From an optimization exercise on the open Yosys and OpenROAD flow, aimed at small area, a short achievable clock period and few clock cycles; shortcuts taken in it are not production practice. Only simulation tests tie the RTL to the original design; equivalence was not proved. Power is estimated from default activity; no workload was simulated.

==> inputs of trial 53 <==
==> flow/design.v (excerpt) <==
module usb_uart_bridge (
    input  wire        clk,
    input  wire        rst,
    input  wire        cmd_valid,
    input  wire [7:0]  cmd_data,
    output wire        cmd_ready,
    output reg         ev_valid,
    output reg  [3:0]  ev_code,
    output reg  [31:0] ev_data,
    input  wire        ev_ready
);
    localparam [3:0] EV_BRR      = 4'h0,
                     EV_SETCR    = 4'h1,
                     EV_CLRCR    = 4'h2,
                     EV_READDR   = 4'h3,
                     EV_WRITEDR  = 4'h4,
                     EV_NVIC     = 4'h5,
                     EV_REGOUT   = 4'h6,
                     EV_CFGEP    = 4'h7,
                     EV_USBREAD  = 4'h8,
                     EV_WDATA    = 4'h9,
                     EV_USBWRITE = 4'hA,
                     EV_CLEARNAK = 4'hB,
                     EV_RETURN   = 4'hC,
                     EV_RESULT   = 4'hD,
                     EV_LINEOUT  = 4'hE,
                     EV_HALT     = 4'hF;
    localparam [2:0] P_OP    = 3'd0,    
                     P_ARG   = 3'd1,    
                     P_LEN   = 3'd2,    
                     P_DATA  = 3'd3,    
                     P_MULTI = 3'd4,    
                     P_DRAIN = 3'd5;    
    localparam [3:0] M_INIT1 = 4'd0,    
                     M_INIT2 = 4'd1,    
                     M_IRQTX = 4'd2,    
                     M_HALT1 = 4'd3,    
                     M_CFG1  = 4'd4,    
                     M_CFG2  = 4'd5,    
                     M_RET0  = 4'd6,    
                     M_RET1  = 4'd7,    
                     M_BULK  = 4'd8;    
    function [2:0] fmt_of;
        input [7:0] o;
        begin
            case (o)
                8'h01, 8'h02, 8'h03, 8'h05, 8'h06, 8'h07,
                8'h10, 8'h13, 8'h50, 8'h61:       fmt_of = 3'd0;
                8'h00, 8'h04, 8'h42, 8'h60:       fmt_of = 3'd1;
                8'h40:                            fmt_of = 3'd2;
  ...
==> flow/config.mk <==
export PLATFORM = sky130hd
export DESIGN_NAME = usb_uart_bridge
export DESIGN_NICKNAME = usb_uart_bridge
export VERILOG_FILES = /design/flow/design.v
export SDC_FILE = /design/flow/constraint.sdc
export NUM_CORES = 4
export LEC_CHECK = 0
export ABC_CLOCK_PERIOD_IN_PS = 2800
export CAP_MARGIN = 20
export CORE_MARGIN = 2
export CORE_UTILIZATION = 65
export CTS_BUF_LIST = sky130_fd_sc_hd__clkbuf_4 sky130_fd_sc_hd__clkbuf_8
export CTS_CLUSTER_DIAMETER = 50
export CTS_CLUSTER_SIZE = 12
export SETUP_SLACK_MARGIN = 4.3
export SLEW_MARGIN = 20
==> flow/constraint.sdc <==
create_clock -name core_clock -period 7.0 [get_ports {clk}]
set_input_delay 1.4000 -clock core_clock [delete_from_list [all_inputs] [get_ports {clk}]]
set_output_delay 1.4000 -clock core_clock [all_outputs]
set_load 0.01 [all_outputs]
run.sh (not shown) runs the stock make flow with config.mk's settings and CLKGATE_MAP_FILE= SYNTH_SCRIPT=/design/flow/synth_recipe.tcl, a recipe that flattens the netlist after the stock synthesis.
==> build 85: changes against trial 53 <==
--- a/flow/design.v
+++ b/flow/design.v
@@ -194,30 +194,13 @@
     reg        crdy;
     assign cmd_ready = crdy;
     wire go     = !ev_valid || ev_ready;
     wire cmd_in = cmd_valid && crdy;
     reg [2:0]  ph;
     reg [3:0]  step;
-    reg [8:0]  ok;          
-    localparam O_00 = 0, O_04 = 1, O_42 = 2, O_60 = 3, O_40 = 4, O_11 = 5,
-               O_12 = 6, O_41 = 7, O_43 = 8;
-    function [8:0] okdec;
-        input [7:0] b;
-        begin
-            okdec = 9'h0;
-            okdec[O_00] = (b == 8'h00);
-            okdec[O_04] = (b == 8'h04);
-            okdec[O_42] = (b == 8'h42);
-            okdec[O_60] = (b == 8'h60);
-            okdec[O_40] = (b == 8'h40);
-            okdec[O_11] = (b == 8'h11);
-            okdec[O_12] = (b == 8'h12);
-            okdec[O_41] = (b == 8'h41);
-            okdec[O_43] = (b == 8'h43);
-        end
-    endfunction
+    reg [7:0]  op;
     reg [1:0]  argc;
     reg [1:0]  alast;
     reg        bm21;        
     reg [7:0]  rem;         
     reg        l7;          
     reg [7:0]  cnt;
@@ -251,13 +234,13 @@
     reg        take, tail;
     reg        e_v;
     reg [3:0]  e_c;
     reg [31:0] e_d;
     reg [2:0]  n_ph;
     reg [3:0]  n_step;
-    reg [8:0]  n_ok;
+    reg [7:0]  n_op;
     reg [1:0]  n_argc, n_alast;
     reg [7:0]  n_rem, n_cnt;
     reg        n_bm21;
     reg        n_l7;
     reg        n_skip, n_pending, n_nakf, n_halt, n_nvic, n_rxne, n_txe;
     reg [31:0] n_baud;
@@ -265,13 +248,13 @@
     reg [7:0]  n_rdr, n_tdr;
     wire [7:0] bulk_n = (hb > 8'd64) ? 8'd64 : hb;
     wire [7:0] ctrl_n = (hb > 8'd7)  ? 8'd7  : hb;
     wire       last   = (rem == 8'd1);
     task start_cmd;
         begin
-            n_ok   = okdec(hb);
+            n_op   = hb;
             n_argc = 2'd0;
             case (fmt_of(hb))
                 3'd1: begin n_ph = P_ARG; n_alast = 2'd0; end
                 3'd2: begin n_ph = P_ARG; n_alast = 2'd1; end
                 3'd3: begin n_ph = P_ARG; n_alast = 2'd3; end
                 3'd4: n_ph = P_LEN;
@@ -295,21 +278,21 @@
     endtask
     always @(*) begin
         take = 1'b0; tail = 1'b0;
         e_v = 1'b0; e_c = 4'h0; e_d = 32'h0;
         rx_put = 1'b0; rx_put_data = hb; rx_get = 1'b0;
         tx_put = 1'b0; tx_get = 1'b0;
-        n_ph = ph; n_step = step; n_ok = ok; n_argc = argc; n_alast = alast;
+        n_ph = ph; n_step = step; n_op = op; n_argc = argc; n_alast = alast;
         n_bm21 = bm21; n_rem = rem; n_l7 = l7; n_cnt = cnt; n_skip = skip;
         n_pending = pending; n_nakf = nakf; n_halt = halt; n_nvic = nvic_en;
         n_baud = baud; n_ucr = ucr; n_rxne = rxne; n_rdr = rdr;
         n_txe = txe; n_tdr = tdr;
         case (ph)
             P_OP: if (hv) begin
                 take = 1'b1;
-                n_ok = okdec(hb);
+                n_op = hb;
                 if (hk[K_NZ]) begin
                     start_cmd;
                 end else if (!halt || hk[K_61]) begin
                     if (hk[K_01]) begin
                         e_v = 1'b1; e_c = EV_RESULT;
                         e_d = rx_empty ? 32'h0 : {23'h0, 1'b1, rx_rd_data};
@@ -366,54 +349,54 @@
                 end
             end
             P_ARG: if (hv) begin
                 take = 1'b1;
                 n_argc = argc + 2'd1;
                 if (argc == 2'd0) n_bm21 = (hb == 8'h21);
-                if (ok[O_11] && !halt) n_baud[8*argc +: 8] = hb;
+                if (op == 8'h11 && !halt) n_baud[8*argc +: 8] = hb;
                 if (argc == alast) begin
                     n_ph = P_OP;
-                    if (!halt || ok[O_60]) begin
-                        case (1'b1)
-                            ok[O_00]: begin
+                    if (!halt || op == 8'h60) begin
+                        case (op)
+                            8'h00: begin
                                 e_v = 1'b1; e_c = EV_RESULT; e_d = {31'h0, !rx_full};
                                 rx_put = !rx_full;
                             end
-                            ok[O_04]: begin
+                            8'h04: begin
                                 e_v = 1'b1; e_c = EV_RESULT; e_d = {31'h0, !tx_full};
                                 tx_put = !tx_full;
                             end
-                            ok[O_42]: begin
+                            8'h42: begin
                                 e_v = 1'b1;
                                 if (hk[K_ZERO]) begin
                                     e_c = EV_RETURN; e_d = 32'h0;
                                 end else begin
                                     e_c = EV_REGOUT; e_d = 32'h1;
                                     n_ph = P_MULTI; n_step = M_CFG1;
                                 end
                             end
-                            ok[O_60]: begin
+                            8'h60: begin
                                 if (ucr[1] && ucr[3] && !rxne) begin
                                     n_rdr = hb;
                                     n_rxne = 1'b1;
                                 end
                             end
-                            ok[O_40]: begin
+                            8'h40: begin
                                 e_v = 1'b1; e_c = EV_RETURN;
                                 n_pending = 1'b0;
                                 if (bm21 && hb == 8'h20) begin
                                     n_pending = 1'b1;
                                     e_d = 32'h0;
                                 end else if (bm21 && hb == 8'h22) begin
                                     e_c = EV_USBWRITE; e_d = 32'h0;
                                     n_ph = P_MULTI; n_step = M_RET0;
                                 end else begin
                                     e_d = 32'h1;
                                 end
                             end
-                            ok[O_11]: begin
+                            8'h11: begin
                                 e_v = 1'b1; e_c = EV_BRR; e_d = {hb, baud[23:0]};
                             end
                             default: ;
                         endcase
                     end
                 end
@@ -425,27 +408,27 @@
                 n_cnt = 8'h0;
                 n_skip = 1'b0;
                 n_ph = hk[K_ZERO] ? P_OP : P_DATA;
                 if (halt) begin
                     n_skip = 1'b1;
                 end else begin
-                    case (1'b1)
-                        ok[O_41]: begin
+                    case (op)
+                        8'h41: begin
                             e_v = 1'b1;
                             if (!pending) begin
                                 e_c = EV_RETURN; e_d = 32'h1;
                                 n_skip = 1'b1;
                             end else begin
                                 n_pending = 1'b0;
                                 e_c = EV_USBREAD; e_d = {16'h0, ctrl_n, 8'h0};
                                 if (hk[K_ZERO]) begin
                                     n_ph = P_MULTI; n_step = M_RET1;
                                 end
                             end
                         end
-                        ok[O_43]: begin
+                        8'h43: begin
                             e_v = 1'b1; e_c = EV_USBREAD; e_d = {16'h0, bulk_n, 8'h1};
                             if (hk[K_ZERO]) begin
                                 n_ph = P_MULTI; n_step = M_BULK;
                             end
                         end
                         default: ;
@@ -455,33 +438,33 @@
             P_DATA: if (hv) begin
                 take = 1'b1;
                 n_cnt = cnt + 8'd1;
                 n_rem = rem - 8'd1;
                 if (last) n_ph = P_OP;
                 if (!skip) begin
-                    case (1'b1)
-                        ok[O_12], ok[O_43]: begin
-                            if (ok[O_12] || !cnt[7] && !cnt[6]) begin
+                    case (op)
+                        8'h12, 8'h43: begin
+                            if (op == 8'h12 || !cnt[7] && !cnt[6]) begin
                                 e_v = 1'b1;
                                 if (tx_full) begin
                                     e_c = EV_HALT; e_d = 32'd2;
                                     n_halt = 1'b1;
                                     n_skip = 1'b1;
                                 end else begin
                                     e_c = EV_SETCR; e_d = 32'h10;
                                     tx_put = 1'b1;
                                     n_ucr[4] = 1'b1;
-                                    if (last && ok[O_43]) begin
+                                    if (last && op == 8'h43) begin
                                         n_ph = P_MULTI; n_step = M_BULK;
                                     end
                                 end
                             end else if (last) begin
                                 n_ph = P_MULTI; n_step = M_BULK;
                             end
                         end
-                        ok[O_41]: begin
+                        8'h41: begin
                             if (l7) begin
                                 if (cnt < 8'd4) n_baud[8*cnt[1:0] +: 8] = hb;
                                 if (cnt == 8'd4) begin
                                     e_v = 1'b1; e_c = EV_BRR; e_d = baud;
                                 end
                                 if (cnt == 8'd5) begin
@@ -600,13 +583,13 @@
         end
     end
     always @(posedge clk) begin
         if (rst) begin
             ph      <= P_OP;
             step    <= 4'd0;
-            ok      <= 9'h0;
+            op      <= 8'h0;
             argc    <= 2'd0;
             alast   <= 2'd0;
             bm21    <= 1'b0;
             rem     <= 8'h0;
             l7      <= 1'b0;
             cnt     <= 8'h0;
@@ -621,13 +604,13 @@
             rdr     <= 8'h0;
             txe     <= 1'b1;
             tdr     <= 8'h0;
         end else if (go) begin
             ph      <= n_ph;
             step    <= n_step;
-            ok      <= n_ok;
+            op      <= n_op;
             argc    <= n_argc;
             alast   <= n_alast;
             bm21    <= n_bm21;
             rem     <= n_rem;
             l7      <= n_l7;
             cnt     <= n_cnt;
ABC_CLOCK_PERIOD_IN_PS = 3000   (was 2800)
SETUP_SLACK_MARGIN = 4.0   (was 4.3)
==> build 28: changes against trial 53 <==
--- a/flow/design.v
+++ b/flow/design.v
@@ -20,14 +20,14 @@
     reg [NL-1:0]  rs_lo;            
     reg [NL-1:0]  rs_lo_n;          
     reg [NH-1:0]  rs_hi;
     reg [AW-1:0]  wp;               
     reg           wb_v;
     reg [7:0]     wb_d;
-    reg [NL-1:0]  we_lo;            
     reg [NH-1:0]  we_hi;            
+    wire [NL-1:0] we_lo = {{(NL-1){1'b0}}, 1'b1} << wp[LO-1:0];
     reg           one, two;
     integer i, j;
     always @(posedge clk) begin
         for (j = 0; j < NH; j = j + 1)
             for (i = 0; i < NL; i = i + 1)
                 if (NL*j+i <= LAST && we_hi[j] && we_lo[i])
@@ -64,13 +64,12 @@
     wire [AW-1:0] dp1 = depth + 1'b1;
     wire [AW-1:0] dm1 = depth - 1'b1;
     wire          up  = put && !get;
     wire          dn  = get && !put;
     always @(posedge clk) begin
         wb_d  <= put_data;
-        we_lo <= {{(NL-1){1'b0}}, 1'b1} << wp1[LO-1:0];
         if (rst) begin
             we_hi <= {NH{1'b0}};
             rs_lo <= {{(NL-2){1'b0}}, 2'b10};
             rs_lo_n <= ~{{(NL-2){1'b0}}, 2'b10};
             rs_hi <= {{(NH-1){1'b0}}, 1'b1};
             wp    <= LAST;
@@ -194,30 +193,13 @@
     reg        crdy;
     assign cmd_ready = crdy;
     wire go     = !ev_valid || ev_ready;
     wire cmd_in = cmd_valid && crdy;
     reg [2:0]  ph;
     reg [3:0]  step;
-    reg [8:0]  ok;          
-    localparam O_00 = 0, O_04 = 1, O_42 = 2, O_60 = 3, O_40 = 4, O_11 = 5,
-               O_12 = 6, O_41 = 7, O_43 = 8;
-    function [8:0] okdec;
-        input [7:0] b;
-        begin
-            okdec = 9'h0;
-            okdec[O_00] = (b == 8'h00);
-            okdec[O_04] = (b == 8'h04);
-            okdec[O_42] = (b == 8'h42);
-            okdec[O_60] = (b == 8'h60);
-            okdec[O_40] = (b == 8'h40);
-            okdec[O_11] = (b == 8'h11);
-            okdec[O_12] = (b == 8'h12);
-            okdec[O_41] = (b == 8'h41);
-            okdec[O_43] = (b == 8'h43);
-        end
-    endfunction
+    reg [7:0]  op;
     reg [1:0]  argc;
     reg [1:0]  alast;
     reg        bm21;        
     reg [7:0]  rem;         
     reg        l7;          
     reg [7:0]  cnt;
@@ -251,13 +233,13 @@
     reg        take, tail;
     reg        e_v;
     reg [3:0]  e_c;
     reg [31:0] e_d;
     reg [2:0]  n_ph;
     reg [3:0]  n_step;
-    reg [8:0]  n_ok;
+    reg [7:0]  n_op;
     reg [1:0]  n_argc, n_alast;
     reg [7:0]  n_rem, n_cnt;
     reg        n_bm21;
     reg        n_l7;
     reg        n_skip, n_pending, n_nakf, n_halt, n_nvic, n_rxne, n_txe;
     reg [31:0] n_baud;
@@ -265,13 +247,13 @@
     reg [7:0]  n_rdr, n_tdr;
     wire [7:0] bulk_n = (hb > 8'd64) ? 8'd64 : hb;
     wire [7:0] ctrl_n = (hb > 8'd7)  ? 8'd7  : hb;
     wire       last   = (rem == 8'd1);
     task start_cmd;
         begin
-            n_ok   = okdec(hb);
+            n_op   = hb;
             n_argc = 2'd0;
             case (fmt_of(hb))
                 3'd1: begin n_ph = P_ARG; n_alast = 2'd0; end
                 3'd2: begin n_ph = P_ARG; n_alast = 2'd1; end
                 3'd3: begin n_ph = P_ARG; n_alast = 2'd3; end
                 3'd4: n_ph = P_LEN;
@@ -295,21 +277,21 @@
     endtask
     always @(*) begin
         take = 1'b0; tail = 1'b0;
         e_v = 1'b0; e_c = 4'h0; e_d = 32'h0;
         rx_put = 1'b0; rx_put_data = hb; rx_get = 1'b0;
         tx_put = 1'b0; tx_get = 1'b0;
-        n_ph = ph; n_step = step; n_ok = ok; n_argc = argc; n_alast = alast;
+        n_ph = ph; n_step = step; n_op = op; n_argc = argc; n_alast = alast;
         n_bm21 = bm21; n_rem = rem; n_l7 = l7; n_cnt = cnt; n_skip = skip;
         n_pending = pending; n_nakf = nakf; n_halt = halt; n_nvic = nvic_en;
         n_baud = baud; n_ucr = ucr; n_rxne = rxne; n_rdr = rdr;
         n_txe = txe; n_tdr = tdr;
         case (ph)
             P_OP: if (hv) begin
                 take = 1'b1;
-                n_ok = okdec(hb);
+                n_op = hb;
                 if (hk[K_NZ]) begin
                     start_cmd;
                 end else if (!halt || hk[K_61]) begin
                     if (hk[K_01]) begin
                         e_v = 1'b1; e_c = EV_RESULT;
                         e_d = rx_empty ? 32'h0 : {23'h0, 1'b1, rx_rd_data};
@@ -366,54 +348,54 @@
                 end
             end
             P_ARG: if (hv) begin
                 take = 1'b1;
                 n_argc = argc + 2'd1;
                 if (argc == 2'd0) n_bm21 = (hb == 8'h21);
-                if (ok[O_11] && !halt) n_baud[8*argc +: 8] = hb;
+                if (op == 8'h11 && !halt) n_baud[8*argc +: 8] = hb;
                 if (argc == alast) begin
                     n_ph = P_OP;
-                    if (!halt || ok[O_60]) begin
-                        case (1'b1)
-                            ok[O_00]: begin
+                    if (!halt || op == 8'h60) begin
+                        case (op)
+                            8'h00: begin
                                 e_v = 1'b1; e_c = EV_RESULT; e_d = {31'h0, !rx_full};
                                 rx_put = !rx_full;
                             end
-                            ok[O_04]: begin
+                            8'h04: begin
                                 e_v = 1'b1; e_c = EV_RESULT; e_d = {31'h0, !tx_full};
                                 tx_put = !tx_full;
                             end
-                            ok[O_42]: begin
+                            8'h42: begin
                                 e_v = 1'b1;
                                 if (hk[K_ZERO]) begin
                                     e_c = EV_RETURN; e_d = 32'h0;
                                 end else begin
                                     e_c = EV_REGOUT; e_d = 32'h1;
                                     n_ph = P_MULTI; n_step = M_CFG1;
                                 end
                             end
-                            ok[O_60]: begin
+                            8'h60: begin
                                 if (ucr[1] && ucr[3] && !rxne) begin
                                     n_rdr = hb;
                                     n_rxne = 1'b1;
                                 end
                             end
-                            ok[O_40]: begin
+                            8'h40: begin
                                 e_v = 1'b1; e_c = EV_RETURN;
                                 n_pending = 1'b0;
                                 if (bm21 && hb == 8'h20) begin
                                     n_pending = 1'b1;
                                     e_d = 32'h0;
                                 end else if (bm21 && hb == 8'h22) begin
                                     e_c = EV_USBWRITE; e_d = 32'h0;
                                     n_ph = P_MULTI; n_step = M_RET0;
                                 end else begin
                                     e_d = 32'h1;
                                 end
                             end
-                            ok[O_11]: begin
+                            8'h11: begin
                                 e_v = 1'b1; e_c = EV_BRR; e_d = {hb, baud[23:0]};
                             end
                             default: ;
                         endcase
                     end
                 end
@@ -425,27 +407,27 @@
                 n_cnt = 8'h0;
                 n_skip = 1'b0;
                 n_ph = hk[K_ZERO] ? P_OP : P_DATA;
                 if (halt) begin
                     n_skip = 1'b1;
                 end else begin
-                    case (1'b1)
-                        ok[O_41]: begin
+                    case (op)
+                        8'h41: begin
                             e_v = 1'b1;
                             if (!pending) begin
                                 e_c = EV_RETURN; e_d = 32'h1;
                                 n_skip = 1'b1;
                             end else begin
                                 n_pending = 1'b0;
                                 e_c = EV_USBREAD; e_d = {16'h0, ctrl_n, 8'h0};
                                 if (hk[K_ZERO]) begin
                                     n_ph = P_MULTI; n_step = M_RET1;
                                 end
                             end
                         end
-                        ok[O_43]: begin
+                        8'h43: begin
                             e_v = 1'b1; e_c = EV_USBREAD; e_d = {16'h0, bulk_n, 8'h1};
                             if (hk[K_ZERO]) begin
                                 n_ph = P_MULTI; n_step = M_BULK;
                             end
                         end
                         default: ;
@@ -455,33 +437,33 @@
             P_DATA: if (hv) begin
                 take = 1'b1;
                 n_cnt = cnt + 8'd1;
                 n_rem = rem - 8'd1;
                 if (last) n_ph = P_OP;
                 if (!skip) begin
-                    case (1'b1)
-                        ok[O_12], ok[O_43]: begin
-                            if (ok[O_12] || !cnt[7] && !cnt[6]) begin
+                    case (op)
+                        8'h12, 8'h43: begin
+                            if (op == 8'h12 || !cnt[7] && !cnt[6]) begin
                                 e_v = 1'b1;
                                 if (tx_full) begin
                                     e_c = EV_HALT; e_d = 32'd2;
                                     n_halt = 1'b1;
                                     n_skip = 1'b1;
                                 end else begin
                                     e_c = EV_SETCR; e_d = 32'h10;
                                     tx_put = 1'b1;
                                     n_ucr[4] = 1'b1;
-                                    if (last && ok[O_43]) begin
+                                    if (last && op == 8'h43) begin
                                         n_ph = P_MULTI; n_step = M_BULK;
                                     end
                                 end
                             end else if (last) begin
                                 n_ph = P_MULTI; n_step = M_BULK;
                             end
                         end
-                        ok[O_41]: begin
+                        8'h41: begin
                             if (l7) begin
                                 if (cnt < 8'd4) n_baud[8*cnt[1:0] +: 8] = hb;
                                 if (cnt == 8'd4) begin
                                     e_v = 1'b1; e_c = EV_BRR; e_d = baud;
                                 end
                                 if (cnt == 8'd5) begin
@@ -600,13 +582,13 @@
         end
     end
     always @(posedge clk) begin
         if (rst) begin
             ph      <= P_OP;
             step    <= 4'd0;
-            ok      <= 9'h0;
+            op      <= 8'h0;
             argc    <= 2'd0;
             alast   <= 2'd0;
             bm21    <= 1'b0;
             rem     <= 8'h0;
             l7      <= 1'b0;
             cnt     <= 8'h0;
@@ -621,13 +603,13 @@
             rdr     <= 8'h0;
             txe     <= 1'b1;
             tdr     <= 8'h0;
         end else if (go) begin
             ph      <= n_ph;
             step    <= n_step;
-            ok      <= n_ok;
+            op      <= n_op;
             argc    <= n_argc;
             alast   <= n_alast;
             bm21    <= n_bm21;
             rem     <= n_rem;
             l7      <= n_l7;
             cnt     <= n_cnt;
ABC_CLOCK_PERIOD_IN_PS = 3000   (was 2800)
CORE_UTILIZATION = 70   (was 65)
CTS_CLUSTER_SIZE = 14   (was 12)
SETUP_SLACK_MARGIN = 4.0   (was 4.3)
==> build 1: changes against trial 53 <==
--- a/flow/design.v
+++ b/flow/design.v
@@ -136,18 +136,18 @@
                      EV_USBWRITE = 4'hA,
                      EV_CLEARNAK = 4'hB,
                      EV_RETURN   = 4'hC,
                      EV_RESULT   = 4'hD,
                      EV_LINEOUT  = 4'hE,
                      EV_HALT     = 4'hF;
-    localparam [2:0] P_OP    = 3'd0,    
-                     P_ARG   = 3'd1,    
-                     P_LEN   = 3'd2,    
-                     P_DATA  = 3'd3,    
-                     P_MULTI = 3'd4,    
-                     P_DRAIN = 3'd5;    
+    localparam [5:0] P_OP    = 6'b000001,    
+                     P_ARG   = 6'b000010,    
+                     P_LEN   = 6'b000100,    
+                     P_DATA  = 6'b001000,    
+                     P_MULTI = 6'b010000,    
+                     P_DRAIN = 6'b100000;    
     localparam [3:0] M_INIT1 = 4'd0,    
                      M_INIT2 = 4'd1,    
                      M_IRQTX = 4'd2,    
                      M_HALT1 = 4'd3,    
                      M_CFG1  = 4'd4,    
                      M_CFG2  = 4'd5,    
@@ -192,13 +192,13 @@
         end
     endfunction
     reg        crdy;
     assign cmd_ready = crdy;
     wire go     = !ev_valid || ev_ready;
     wire cmd_in = cmd_valid && crdy;
-    reg [2:0]  ph;
+    reg [5:0]  ph;
     reg [3:0]  step;
     reg [8:0]  ok;          
     localparam O_00 = 0, O_04 = 1, O_42 = 2, O_60 = 3, O_40 = 4, O_11 = 5,
                O_12 = 6, O_41 = 7, O_43 = 8;
     function [8:0] okdec;
         input [7:0] b;
@@ -249,13 +249,13 @@
         .rd_data(tx_rd_data), .empty(tx_empty), .full(tx_full), .depth(tx_depth)
     );
     reg        take, tail;
     reg        e_v;
     reg [3:0]  e_c;
     reg [31:0] e_d;
-    reg [2:0]  n_ph;
+    reg [5:0]  n_ph;
     reg [3:0]  n_step;
     reg [8:0]  n_ok;
     reg [1:0]  n_argc, n_alast;
     reg [7:0]  n_rem, n_cnt;
     reg        n_bm21;
     reg        n_l7;
@@ -300,14 +300,14 @@
         tx_put = 1'b0; tx_get = 1'b0;
         n_ph = ph; n_step = step; n_ok = ok; n_argc = argc; n_alast = alast;
         n_bm21 = bm21; n_rem = rem; n_l7 = l7; n_cnt = cnt; n_skip = skip;
         n_pending = pending; n_nakf = nakf; n_halt = halt; n_nvic = nvic_en;
         n_baud = baud; n_ucr = ucr; n_rxne = rxne; n_rdr = rdr;
         n_txe = txe; n_tdr = tdr;
-        case (ph)
-            P_OP: if (hv) begin
+        case (1'b1)
+            ph[0]: if (hv) begin
                 take = 1'b1;
                 n_ok = okdec(hb);
                 if (hk[K_NZ]) begin
                     start_cmd;
                 end else if (!halt || hk[K_61]) begin
                     if (hk[K_01]) begin
@@ -362,13 +362,13 @@
                             e_v = 1'b1; e_c = EV_LINEOUT; e_d = {24'h0, tdr};
                             n_txe = 1'b1;
                         end
                     end
                 end
             end
-            P_ARG: if (hv) begin
+            ph[1]: if (hv) begin
                 take = 1'b1;
                 n_argc = argc + 2'd1;
                 if (argc == 2'd0) n_bm21 = (hb == 8'h21);
                 if (ok[O_11] && !halt) n_baud[8*argc +: 8] = hb;
                 if (argc == alast) begin
                     n_ph = P_OP;
@@ -415,13 +415,13 @@
                             end
                             default: ;
                         endcase
                     end
                 end
             end
-            P_LEN: if (hv) begin
+            ph[2]: if (hv) begin
                 take = 1'b1;
                 n_rem = hb;
                 n_l7 = (hb == 8'd7);
                 n_cnt = 8'h0;
                 n_skip = 1'b0;
                 n_ph = hk[K_ZERO] ? P_OP : P_DATA;
@@ -449,13 +449,13 @@
                             end
                         end
                         default: ;
                     endcase
                 end
             end
-            P_DATA: if (hv) begin
+            ph[3]: if (hv) begin
                 take = 1'b1;
                 n_cnt = cnt + 8'd1;
                 n_rem = rem - 8'd1;
                 if (last) n_ph = P_OP;
                 if (!skip) begin
                     case (1'b1)
@@ -495,13 +495,13 @@
                             end
                         end
                         default: ;
                     endcase
                 end
             end
-            P_MULTI: begin
+            ph[4]: begin
                 e_v = 1'b1;
                 tail = 1'b1;
                 n_ph = P_OP;
                 case (step)
                     M_INIT1: begin
                         e_c = EV_SETCR; e_d = 32'h0F;
@@ -534,13 +534,13 @@
                         e_c = EV_RETURN;
                         e_d = tx_depth[6] ? 32'h2 : 32'h0;
                         if (tx_depth[6]) n_nakf = 1'b1;
                     end
                 endcase
             end
-            P_DRAIN: begin
+            ph[5]: begin
                 e_v = 1'b1;
                 if (!cnt[6] && !rx_empty) begin
                     e_c = EV_WDATA; e_d = {24'h0, rx_rd_data};
                     rx_get = 1'b1;
                     n_cnt = cnt + 8'd1;
                 end else begin
==> qor summary <==
|  | build 1 | trial 53 | build 28 | build 85 |
|---|---|---|---|---|
| Worst-path fanout max | 1 | 1 | 7 | 6 |
| Portion of netlist area occupied by mux cells | 0.00777 | 0.00489 | 0.00649 | 0.00797 |
| Sum of routed wire segments on met1 | 82800 µm | 82300 µm | 75400 µm | 80700 µm |
| Outcome | complete, no violations | complete, no violations | complete, no violations | complete, no violations |
| Slew at the pin closest to its max-slew limit | 1110 ps | 1160 ps | 1240 ps | 1290 ps |
| Total of cells resized after clock tree synthesis | 342 | 314 | 155 | 144 |
| Post-Synth Adder-Cell Area | 0.00530 | 0.00550 | 0.00604 | 0.00517 |
| Multi-input gate share of the layout cell area | 0.235 | 0.231 | 0.219 | 0.229 |
| Sequential fraction of design power | 0.625 | 0.594 | 0.605 | 0.610 |
| Post-detail-place hpwl | 125000 µm | 119000 µm | 122000 µm | 120000 µm |
| Number of antenna violations at the first check in global routing | 10 | 6 | 2 | 8 |
| Final core utilization | 0.729 | 0.723 | 0.766 | 0.716 |
| Tightest slew margin relative to the limit | 0.261 | 0.229 | 0.172 | 0.141 |
| Net switching fraction of the power | 0.220 | 0.247 | 0.243 | 0.231 |
| Arrival time worst endpoint | 1530 ps | 1450 ps | 3960 ps | 3890 ps |
| Synthesis-to-layout area growth | 11.4% | 10.7% | 9.00% | 9.04% |
| Total routed wirelength | 214000 µm | 216000 µm | 203000 µm | 203000 µm |
| Average wire per cell in the routed design | 32.0 µm | 32.8 µm | 28.6 µm | 31.5 µm |
| Antenna cells | 10 | 9 | 3 | 5 |
| Starting density of the core | 0.654 | 0.653 | 0.703 | 0.657 |
| Buffers and inverters on the worst path | 1 | 1 | 2 | 0 |
| Latest clock arrival within the worst-skew pair | 920 ps | 930 ps | 890 ps | 900 ps |
| Number of buffers added for setup after CTS | 56 | 49 | 52 | 15 |
| Inverters, non-clock | 100 | 92 | 809 | 78 |
Testbench counts of trial 53, summed over its fixed seeds: cycles 36,968.
Testbench counts of build 85, summed over its fixed seeds: cycles 36,968.
Testbench counts of build 28, summed over its fixed seeds: cycles 36,968.
Testbench counts of build 1, summed over its fixed seeds: cycles 36,968.

[separate check: timing with driven ports]
No port has a modelled driver above. Below, the same layouts with a new extraction and two added sets of constraints.
Step 1, drivers: a clkbuf_16 drives clk and a buf_2 each remaining input, both assumed.
Step 2 also shifts input and output timing later by t, the mid clock arrival at the registers, as if the neighbouring blocks saw the same clock.
a / b / c = ideal / step 1 / step 2; a / b = the first two.
| run | t (ns) | setup slack, ns | worst register clock-pin slew, ns | worst slew at a driven data input, ns | pins driven straight from the clock port |
|---|---|---|---|---|---|
| trial 53 | 0.973 | 4.149 / 4.072 / 3.359 | 0.09 / 0.09 | 0.03 | 1 |
| build 85 | 0.954 | 3.933 / 3.933 / 3.116 | 0.09 / 0.09 | 0.12 | 1 |
| build 28 | 0.946 | 3.785 / 3.785 / 3.014 | 0.09 / 0.09 | 0.10 | 1 |
| build 1 | 0.959 | 4.065 / 3.996 / 3.542 | 0.09 / 0.09 | 0.04 | 1 |
After both steps setup and hold are still met in every run listed. For build 85, which loses most, drivers alone change the setup slack by 0.000 ns; drivers and shift together by -0.817 ns.
